From an optimization exercise on the open Yosys and OpenROAD flow, aimed at small area, a short achievable clock period and few clock cycles; shortcuts taken in it are not production practice. Only simulation tests tie the RTL to the original design; equivalence was not proved. Power and IR drop assume default switching activity.

==> flow/design.v <==
module rio_fbdec (
    input  wire         clk,
    input  wire         rst,         
    input  wire         in_valid,
    output wire         in_ready,
    input  wire         fb_type,     
    input  wire [31:0]  raw,         
    input  wire [127:0] scale,       
    output reg          out_valid,
    output reg  [127:0] pos_fb,      
    output reg  [63:0]  count,       
    output reg  [31:0]  old_count    
);
    localparam [127:0] FX_ONE = 128'h1_0000_0000_0000_0000;
    localparam [127:0] FX_MAX = {1'b0, {127{1'b1}}};
    localparam [127:0] FX_MIN = {1'b1, 127'd0};
    localparam S_IDLE = 2'd0;
    localparam S_DIV  = 2'd1;
    localparam S_FIN  = 2'd2;
    reg [1:0]   state;
    reg [7:0]   iter;
    reg [127:0] dmag;        
    reg [128:0] rem;         
    reg [191:0] quo;         
    reg         neg;         
    assign in_ready = (state == S_IDLE);
    wire accept = in_valid && in_ready;
    wire [31:0]  diff      = raw - old_count;                  
    wire [63:0]  count_new = count + {{32{diff[31]}}, diff};   
    wire [127:0] num_a = fb_type ? {count_new, 1'b1, 63'd0}
                                 : {{32{raw[31]}}, raw, 64'd0};
    wire [127:0] num_mag = num_a[127] ? (~num_a + 128'd1) : num_a;
    wire [127:0] div_s   = (scale == 128'd0) ? FX_ONE : scale;   
    wire [127:0] div_mag = div_s[127] ? (~div_s + 128'd1) : div_s;
    wire [128:0] rem_sh = {rem[127:0], quo[191]};
    wire [129:0] trial  = {1'b0, rem_sh} - {2'b00, dmag};
    wire         q_bit  = ~trial[129];
    wire [191:0] q = quo;
    reg  [127:0] result;
    always @(*) begin
        if (!neg) begin
            if (q[191:127] != 65'd0) result = FX_MAX;
            else                     result = q[127:0];
        end else begin
            if (q[191:128] != 64'd0 || (q[127] && q[126:0] != 127'd0))
                result = FX_MIN;
            else
                result = ~q[127:0] + 128'd1;
        end
    end
    always @(posedge clk) begin
        if (rst) begin
            state     <= S_IDLE;
            out_valid <= 1'b0;
            pos_fb    <= 128'd0;
            count     <= 64'd0;
            old_count <= 32'd0;
        end else begin
            out_valid <= 1'b0;
            case (state)
                S_IDLE: begin
                    if (accept) begin
                        if (fb_type) begin
                            count     <= count_new;
                            old_count <= raw;
                        end
                        dmag  <= div_mag;
                        neg   <= num_a[127] ^ div_s[127];
                        rem   <= 129'd0;
                        quo   <= {num_mag, 64'd0};
                        iter  <= 8'd0;
                        state <= S_DIV;
                    end
                end
                S_DIV: begin
                    rem  <= q_bit ? trial[128:0] : rem_sh;
                    quo  <= {quo[190:0], q_bit};
                    iter <= iter + 8'd1;
                    if (iter == 8'd191)
                        state <= S_FIN;
                end
                S_FIN: begin
                    pos_fb    <= result;
                    out_valid <= 1'b1;
                    state     <= S_IDLE;
                end
                default: state <= S_IDLE;
            endcase
        end
    end
endmodule
==> flow/run.sh <==
#!/bin/bash
# synth_recipe.tcl (not shown) runs the flow's synth.tcl, then flattens the netlist and writes it again
# the make line also repeats each setting of config.mk as NAME=value (left out here)
make -C /OpenROAD-flow-scripts/flow DESIGN_CONFIG=/design/flow/config.mk WORK_HOME=/design/flow/orfs CLKGATE_MAP_FILE= SYNTH_SCRIPT=/design/flow/synth_recipe.tcl finish
==> flow/config.mk <==
export PLATFORM = sky130hd
export DESIGN_NAME = rio_fbdec
export DESIGN_NICKNAME = rio_fbdec
export VERILOG_FILES = /design/flow/design.v
export SDC_FILE = /design/flow/constraint.sdc
export NUM_CORES = 4
export LEC_CHECK = 0
export CAP_MARGIN = 20
export CORE_MARGIN = 2
export CORE_UTILIZATION = 40
export SLEW_MARGIN = 20
==> flow/constraint.sdc <==
create_clock -name core_clock -period 8.0 [get_ports {clk}]
set_input_delay 1.6000 -clock core_clock [delete_from_list [all_inputs] [get_ports {clk}]]
set_output_delay 1.6000 -clock core_clock [all_outputs]
set_load 0.01 [all_outputs]
==> impl_metrics.csv, run 1 <==
group,metric,value,unit
yosys,ys_warn_count,1,
yosys,synth_flop_cell,"edfxtp_1",
cells_and_area,layout_commonest_cell,"nand2_1",
run_status,outcome,"complete, no violations",
cells_and_area,stdcell_count,7526,
sta,finalHoldViolCount,0,
route,via_per_inst,5.70,
route,antenna_left,0,
sta,slew_headroom,27.9,%
yosys,synth_fa_ha_area_share,6.31,%
global_routing,grt_pass1_wl,236000,µm
sta,finalCritPeriodShare,95.1,%
route,dr.pass1.iters,6,
yosys,synthCells,5492,
power,sw_frac_of_total,33.2,%
clock_network,cts_htree_levels,3,
cells_and_area,area_delta_synth_final,21.4,%
place,postPlaceCellArea,53300,µm²
global_routing,grt_max_degree,178,
clock_network,cts.sinks,684,
floorplanning,dieWidth,345,µm
critical_path,start_kind,"input pin",
sta,post-route-min-period,7600,ps
route,route.vias.total,42900,
yosys,synth_cell_types,89,
floorplanning,row_count,125,
cells_and_area,layout_common_cells,"nand2_1 (677), nor2_1 (518), a21oi_1 (491)",
yosys,synth-compound-area-share,20.7,%
power,p_seq_share,35.8,%
sta,timing.final.ws_setup,396,ps
floorplanning,core_area,116000,µm²
sta,worstMarginPinSlew,1080,ps
cells_and_area,fin_util,48.8,%
critical_path,required,8400,ps
sta,fin_skew,58.2,ps
clock_network,ctsRootBufferMaster,"clkbuf_16",
floorplanning,io_pins,390,
yosys,mappedNetlistNets,5889,
power,power.density,216,nW/µm²
sta,rsz0062_at_grt,"false",
floorplanning,die_h,345,µm
critical_path,crit_path_max_incr_delay,440,ps
yosys,synth-xor-area-share,7.63,%
cells_and_area,nNetsFinal,6323,
critical_path,path_common_cell,"buf_4",
clock_network,cts_buffers,84,
place,routabilityCongestion,0.915,
yosys,synth_seq_cells,684,
yosys,async_flop_share,0,%
route,first_iter_violations,3750,
place,dp.cells,7348,
sta,fin_hold_ws,467,ps
yosys,syn_avg_cell_area,8.48,µm²
yosys,seq_area_frac_synth,39.2,%
global_routing,grtUsageTotal,24.6,%
yosys,synthSimpleGateAreaFrac,21.5,%
power,clkPwrFrac,32.9,%
yosys,synth_edf_count,457,
cells_and_area,final_area,56500,µm²
global_routing,grt_pass1_vias,41000,
yosys,netlist_area,46600,µm²
critical_path,crit_path_end_kind,"flip-flop",
global_routing,antenna_found_initial,7,
clock_network,path_clk_slew,60,ps
power,p_switching,4.05,mW
sta,drv_slew,0,
floorplanning,die_area,119000,µm²
clock_network,clock_latency,690,ps
critical_path,cp_slowest_cell,"or3_4",
critical_path,arrival,8010,ps
place,hpwl,109000,µm
power,ir_worst_vdd,0.000148,V
sta,tns,0,ps
route,finalWirelength,151000,µm
route,drcViolationCount,0,
place,io_buffer_count,389,
cells_and_area,drive_gt1_share,8.52,%
power,intPower,8.14,mW
yosys,yosys-mux-area-fraction,0.336,%
place,pre_cts_slack,-990,ps
sta,setup_viol,0,
power,leakagePower,21.1,nW
global_routing,grt-ovfl-total,0,
worst_hold_path,min_path_type,"reg -> reg",
yosys,synth_top_family_by_area,"simple AND/OR/NAND/NOR gates",
sta,max_freq,132,MHz
clock_network,cts_tree,"done",
run,maxCapViolations,0,
power,p_total,12.2,mW
critical_path,critical_path_class,"in -> reg",
clock_network,cts_buffer_depth,3,
power,power_frac_comb,31.4,%
floorplanning,start_util,40.2,%
route,wl_per_cell,20.1,µm
critical_path,cp_max_fo,8,
==> sequential cells by signal, indices dropped and copies added (netlist names) <==
signal,flops
rem,128
old_count,32
quo,192
iter,8
out_valid,1
dmag,128
pos_fb,128
count,64
neg,1
state,2
==> cells in the mapped netlist, types with 102 or more instances <==
master | number | area [µm²]
edfxtp_1 | 457 | 13700
ha_1 | 230 | 2880
a21oi_1 | 496 | 2480
a211oi_1 | 102 | 766
o21ai_0 | 332 | 1660
dfxtp_1 | 227 | 4540
clkbuf_1 | 289 | 1080
nand2_1 | 682 | 2560
inv_1 | 224 | 841
nor3_1 | 227 | 1140
nor2_1 | 526 | 1970
and2_1 | 136 | 851
xnor2_1 | 309 | 2710
a21o_1 | 164 | 1230
==> worst max-delay path, delay by kind of cell <==
| kind | cells | cell delay, ps |
|---|---|---|
| AOI/OAI and AO/OA | 12 | 2630 |
| muxes | 1 | 130 |
| buffers and inverters | 7 | 1390 |
| xor gates and xnor gates | 3 | 480 |
| and+or+nand+nor | 6 | 1250 |
| adders and majority gates | 2 | 540 |
==> timing repair <==
item / CTS / global route
hold buffers: 0 / 0
setup endpoints to repair: 65 / 77
gates resized for setup: 6 / 41
pin swaps: 4 / 27
buffers inserted: 3 / 12
cloned: 0 / 1
==> power groups by stage <==
stage / clock network, mW / registers [mW] / logic (mW)
after floorplan: 0 / 4.40 / 2.45
after global placement: 0 / 4.42 / 3.69
after detailed placement: 0 / 4.42 / 3.72
after CTS: 4.10 / 4.36 / 3.75
after global routing: 4.22 / 4.39 / 4.21
final: 4.00 / 4.36 / 3.82
==> area by class of cell <==
type	instances	area, µm²
flip-flops and latches	684	18300
inverters	227	852
repair buffers	654	5980
clock inverters	41	498
diodes	7	17.5
clock buffers	114	2400
well taps	1524	1910
fillers	11100	59400
multi-input cells	4275	26600
==> routing by layer <==
layer,global-route usage [%],wire (µm),vias to the layer above
li1,-,-,20800
met1,34.3,68900,20500
met2,39.5,68400,1324
met3,3.29,9340,228
met4,7.91,4580,4
met5,0,23,-
==> cell families (layout without fill, tap and decap cells) <==
logic type	after synthesis	in the layout
flip-flops	684	684
adder cells (fa/ha/maj)	233	233
AND/OR/NAND/NOR	2098	2098
other	0	7
AO/OA/AOI/OAI	1525	1525
multiplexers	15	15
XOR/XNOR	404	404
buffers and inverters	533	1036
==> worst paths after layout <==
kind / from / end / slack (ps) / depth (start not counted)
setup reg to reg: old_count[2] / quo[143] / 1210 / 32
setup / recovery: raw[5] / quo[143] / 400 / 31
hold reg to reg: pos_fb[127] / pos_fb[127] / 470 / 2
hold / removal: pos_fb[127] / pos_fb[127] / 470 / 2
Testbench counts, summed over its fixed seeds: cycles 74,496.
==> inputs of run 2 (changes only) <==
==> flow/design.v (replaced) <==
module rio_fbdec (
    input  wire         clk,
    input  wire         rst,         
    input  wire         in_valid,
    output wire         in_ready,
    input  wire         fb_type,     
    input  wire [31:0]  raw,         
    input  wire [127:0] scale,       
    output reg          out_valid,
    output wire [127:0] pos_fb,      
    output reg  [63:0]  count,       
    output reg  [31:0]  old_count    
);
    localparam S_IDLE = 2'd0;
    localparam S_PREP = 2'd1;
    localparam S_DIV  = 2'd2;
    reg [1:0]   state;
    reg [7:0]   left;        
    reg         first;       
    reg         started;     
    reg         typ;         
    reg         dsign;       
    reg [127:0] dreg;        
    reg [126:0] rem;         
    reg [126:0] q;           
    reg         neg;         
    reg         sat;         
    wire last_step = (state == S_DIV) && !first && (left == 8'd1);
    assign in_ready = (state == S_IDLE) || last_step;
    wire accept = in_valid && in_ready;
    wire [31:0] opnd   = rem[31:0];              
    wire [63:0] add_a  = typ ? count : 64'd0;
    wire [63:0] add_b  = typ ? {{32{opnd[31]}}, opnd}
                             : {32'd0, opnd ^ {32{opnd[31]}}};
    wire [63:0] sum    = add_a + add_b + {63'd0, ~typ & opnd[31]};
    wire [62:0] m      = sum[62:0] ^ {63{sum[63]}};    
    wire        dzero  = ~dsign && (dreg == 128'd0);
    wire         shin   = first & typ;
    wire [127:0] rem_sh = {rem, shin};
    wire [128:0] trial  = {1'b0, rem_sh} + {1'b0, ~dreg} + {128'd0, ~dsign};
    wire         qbit   = trial[128];
    wire [127:0] remx = {1'b0, rem};
    wire [31:0]  rnz, dnz;
    genvar g;
    generate
        for (g = 0; g < 32; g = g + 1) begin : g_nz
            assign rnz[g] = |remx[4*g+3:4*g];
            assign dnz[g] = |dreg[4*g+3:4*g];
        end
    endgenerate
    wire [34:0] dab;         
    assign dab[34:32] = 3'b000;
    generate
        for (g = 31; g >= 0; g = g - 1) begin : g_dab
            assign dab[g] = dab[g+1] | dnz[g];
        end
    endgenerate
    wire skip_ok = ~|(rnz & ~dab[34:3]);
    wire skip = !first && !started && skip_ok && (left > 8'd8);
    wire [127:0] qmag = {1'b0, q};
    wire [127:0] qneg = (qmag ^ {128{neg}}) + {127'd0, neg};
    assign pos_fb = sat ? {neg, {127{~neg}}} : qneg;
    always @(posedge clk) begin
        if (rst) begin
            state     <= S_IDLE;
            out_valid <= 1'b0;
            count     <= 64'd0;
            old_count <= 32'd0;
            q         <= 127'd0;
            neg       <= 1'b0;
            sat       <= 1'b0;
        end else begin
            out_valid <= 1'b0;
            case (state)
                S_PREP: begin
                    if (typ) begin
                        count     <= sum;
                        old_count <= rem[63:32];
                    end
                    rem     <= {64'd0, m};
                    neg     <= (typ ? sum[63] : opnd[31]) ^ dsign;
                    sat     <= 1'b0;
                    q       <= 127'd0;
                    dreg[64] <= dreg[64] | dzero;
                    left    <= 8'd127;
                    first   <= 1'b1;
                    started <= 1'b0;
                    state   <= S_DIV;
                end
                S_DIV: begin
                    first <= 1'b0;
                    if (first) begin
                        rem <= rem_sh[126:0];
                        if (qbit) begin
                            sat       <= 1'b1;
                            out_valid <= 1'b1;
                            state     <= S_IDLE;
                        end
                    end else if (skip) begin
                        rem  <= {rem[118:0], 8'd0};
                        left <= left - 8'd8;
                    end else begin
                        rem     <= qbit ? trial[126:0] : rem_sh[126:0];
                        q       <= {q[125:0], qbit};
                        started <= started | qbit;
                        left    <= left - 8'd1;
                        if (left == 8'd1) begin
                            out_valid <= 1'b1;
                            state     <= S_IDLE;
                        end
                    end
                end
                default: state <= S_IDLE;
            endcase
            if (accept) begin
                dreg      <= scale ^ {128{scale[127]}};
                dsign     <= scale[127];
                typ       <= fb_type;
                rem[31:0] <= fb_type ? raw - old_count : raw;
                rem[63:32] <= raw;
                state     <= S_PREP;
            end
        end
    end
endmodule
==> run 2 against run 1 <==
  * Fmax about the same
  * Critical path type is now reg -> out
  * Highest routed layer unchanged
  * Clock power is 21% lower
  * Utilization shrank 2.0 points
  * First-iteration DRC count up 17%
  * Setup slack lost 1.4 ps
  * Global-route usage is 6.4 points higher
  * Count of clock-buffer cells in the layout decreased by 20
  * Via count rose by 2.1%
  * Still clean on timing, DRC and antenna
  * Routed wire length grew 19%
  * Combinational power is 33% lower
  * Sequential cell count fell by 190
==> impl_metrics.csv, run 2 <==
group,metric,value,unit
place,routabilityCongestion,0.995,
power,leakagePower,19.2,nW
cells_and_area,stdcell_count,7221,
sta,setup_viol,0,
sta,tns,0,ps
clock_network,cts.sinks,494,
clock_network,path_clk_slew,60,ps
floorplanning,die_area,112000,µm²
yosys,async_flop_share,0,%
clock_network,cts_buffer_depth,3,
clock_network,ctsHoldBuffers,0,
global_routing,grt_pass1_wl,266000,µm
yosys,seq_area_frac_synth,28.7,%
power,ir_worst_vdd,0.000165,V
floorplanning,row_count,121,
place,io_buffer_count,389,
global_routing,grt-ovfl-total,0,
yosys,synthCells,5633,
yosys,syn_avg_cell_area,7.76,µm²
cells_and_area,layout_commonest_cell,"nand2_1",
critical_path,crit_path_end_kind,"primary output",
global_routing,antenna_found_initial,11,
place,hpwl,137000,µm
critical_path,r2r_slack,1840,ps
sta,slew_headroom,15.9,%
power,power.density,173,nW/µm²
yosys,synth_area_leader_cell,"edfxtp_1",
critical_path,reg2reg_depth,14,
critical_path,cp_max_fo,67,
cells_and_area,drive_gt1_share,4.53,%
clock_network,cts_post_setup_buffers_inserted,0,
run_status,outcome,"complete, no violations",
clock_network,cts_tree,"done",
route,dr.pass1.iters,5,
floorplanning,dieWidth,335,µm
yosys,netlist_area,43700,µm²
floorplanning,start_util,40.2,%
floorplanning,die_h,335,µm
critical_path,required,6400,ps
critical_path,startpoint,"neg",
cells_and_area,fill_cells,10900,
worst_hold_path,whs_path_depth,2,
yosys,synth_flop_cell,"edfxtp_1",
clock_network,cts-resized-gates,0,
sta,worstMarginPinSlew,1250,ps
critical_path,start_kind,"flip-flop",
critical_path,cp-endpoint,"pos_fb[121]",
place,postPlaceCellArea,48500,µm²
floorplanning,io_pins,390,
clock_network,cts_htree_levels,3,
route,antenna_left,0,
sta,finalHoldViolCount,0,
sta,rsz0062_at_grt,"false",
place,dp.cells,7091,
global_routing,grt_pass1_vias,41500,
sta,drv_slew,0,
clock_network,ctsRootBufferMaster,"clkbuf_16",
critical_path,critical_path_class,"reg -> out",
critical_path,r2r-end,"rem[27]",
critical_path,rr_startpoint,"rem[37]",
clock_network,clock_latency,660,ps
sta,finalCritPeriodShare,95.1,%
yosys,synth_cell_types,101,
route,via_per_inst,6.06,
yosys,synth_seq_cells,494,
global_routing,grt_max_degree,161,
route,finalWirelength,180000,µm
cells_and_area,layout_common_cells,"nand2_1 (678), a21oi_1 (670), clkdlybuf4s50_1 (386)",
clock_network,cts_buffers,67,
yosys,mappedNetlistNets,6030,
cells_and_area,nNetsFinal,6144,
cells_and_area,final_area,50800,µm²
cells_and_area,area_delta_synth_final,16.2,%
yosys,synth_edf_count,266,
cells_and_area,multiInputGateArea,28900,µm²
route,wl_per_cell,24.9,µm
sta,post-route-min-period,7610,ps
route,route.vias.total,43800,
yosys,yosysMostFrequentCell,"nand2_1",
worst_hold_path,min_path_type,"reg -> reg",
yosys,ys_warn_count,1,
cells_and_area,layout.area.seq,12600,µm²
yosys,yosysTopAreaCellShare,18.3,%
sta,max_freq,131,MHz
critical_path,arrival,6010,ps
route,first_iter_violations,4402,
run,maxCapViolations,0,
floorplanning,core_area,109000,µm²
cells_and_area,reg_top3,"dreg x127, q x127, rem x127",
cells_and_area,fin_util,46.7,%
sta,fin_hold_ws,465,ps
route,drcViolationCount,0,
global_routing,grtUsageTotal,31.0,%
yosys,synth.area.top_cells,"edfxtp_1 (18%), dfxtp_1 (10%), a21oi_1 (7.7%)",
yosys,synthTopCellsByCount,"nand2_1 (684), a21oi_1 (672), nor2_1 (390), clkbuf_1 (344), xnor2_1 (305)",
sta,fin_skew,35.1,ps
-- run 2: worst min path at each step --
stage,startpoint,end
floorplan,state[0],state[0]
global placement,count[57],count[57]
detailed placement,count[50],count[50]
CTS,count[50],count[50]
global route,count[50],count[50]
finish,count[50],count[50]
-- run 2: critical path: stages (launching register included) --
cell and delay [ps]:
dfxtp_4 890, buf_4 450, nor4b_1 330, a2bb2o_1 280
nand4_1 200, nor3_1 330, nand4b_1 210, nor4_1 630
and4_1 340, nand3_1 200, nor3b_1 360, nand3_1 140
xor2_1 160, nand2b_1 90, xnor2_1 160, clkdlybuf4s50_1 560
-- run 2: layout make-up --
cell class,count,share of cell area [%]
Clock buffer,94,3.86
Tap cell,1414,3.48
Clock inverter,30,0.660
Multi-Input combinational cell,4496,56.8
Timing Repair Buffer,445,8.65
Antenna cell,5,0.0246
Sequential cell,494,24.7
Inverter,243,1.80
-- run 2: metrics by stage --
| step | total power, mW | setup WS [ps] |
|---|---|---|
| floorplan | 4.56 | 639 |
| global placement | 5.57 | 1160 |
| detailed placement | 5.57 | 1120 |
| CTS | 8.77 | 429 |
| global route | 9.10 | 1.75 |
| finish | 8.77 | 395 |
-- run 2: report_power, final --
part | internal (mW) | leakage, nW | switching, mW | total (mW)
Clock | 1.89 | 1.12 | 1.29 | 3.18
Combinational | 1.01 | 13.8 | 1.56 | 2.57
Sequential | 2.82 | 4.30 | 0.199 | 3.02
-- run 2: logic make-up after synthesis --
kind of cell             count (synthesis)  synth area share [%]
AO/OA/AOI/OAI                         1696                  24.3
XOR/XNOR                               589                  11.8
multiplexers                            72                  1.73
flip-flops                             494                  28.7
AND/OR/NAND/NOR                       1906                  21.1
adder cells (fa/ha/maj)                233                  6.75
buffers and inverters                  643                  5.63
-- run 2: metal layers --
| metal | track usage [%] | up-vias | part of all wire (%) |
|---|---|---|---|
| li1 | - | 20500 | - |
| met1 | 40.7 | 20900 | 42 |
| met2 | 50.1 | 1960 | 45 |
| met3 | 5.13 | 408 | 8.3 |
| met4 | 13.8 | 8 | 5.2 |
| met5 | 0 | - | 0.026 |
Testbench counts of run 2, summed over its fixed seeds: cycles 35,719.

-- what the ideal ports hide --
The flow's constraints put no driver on any port. The routed layouts listed below were extracted and timed again, unchanged, in two steps.
Step 1 sets driving cells, clkbuf_16 on the clock port and buf_2 on the other inputs (assumed; they add their load-dependent delay and slew).
Step 2, shift: input delay + t, output delay - t, t = (earliest + latest rising clock arrival at the registers) / 2. This alone moves slack from input paths to output paths.
Slacks: no drivers / after step 1 / after step 2; pairs: no drivers / after step 1.
| run | shift t [ns] | setup WS [ns] | worst setup path at the end | cell pins on the clock port's net |
|---|---|---|---|---|
| run 1 | 0.731 | 0.396 / 0.446 / -0.285 | input to register | 1 |
| run 2 | 0.718 | 0.395 / 0.319 / 1.036 | register to output | 1 |
Met with ideal ports but missed after step 2: setup timing in run 1. For run 1, which loses most, drivers alone change the setup slack by +0.050 ns; drivers and shift together by -0.681 ns.
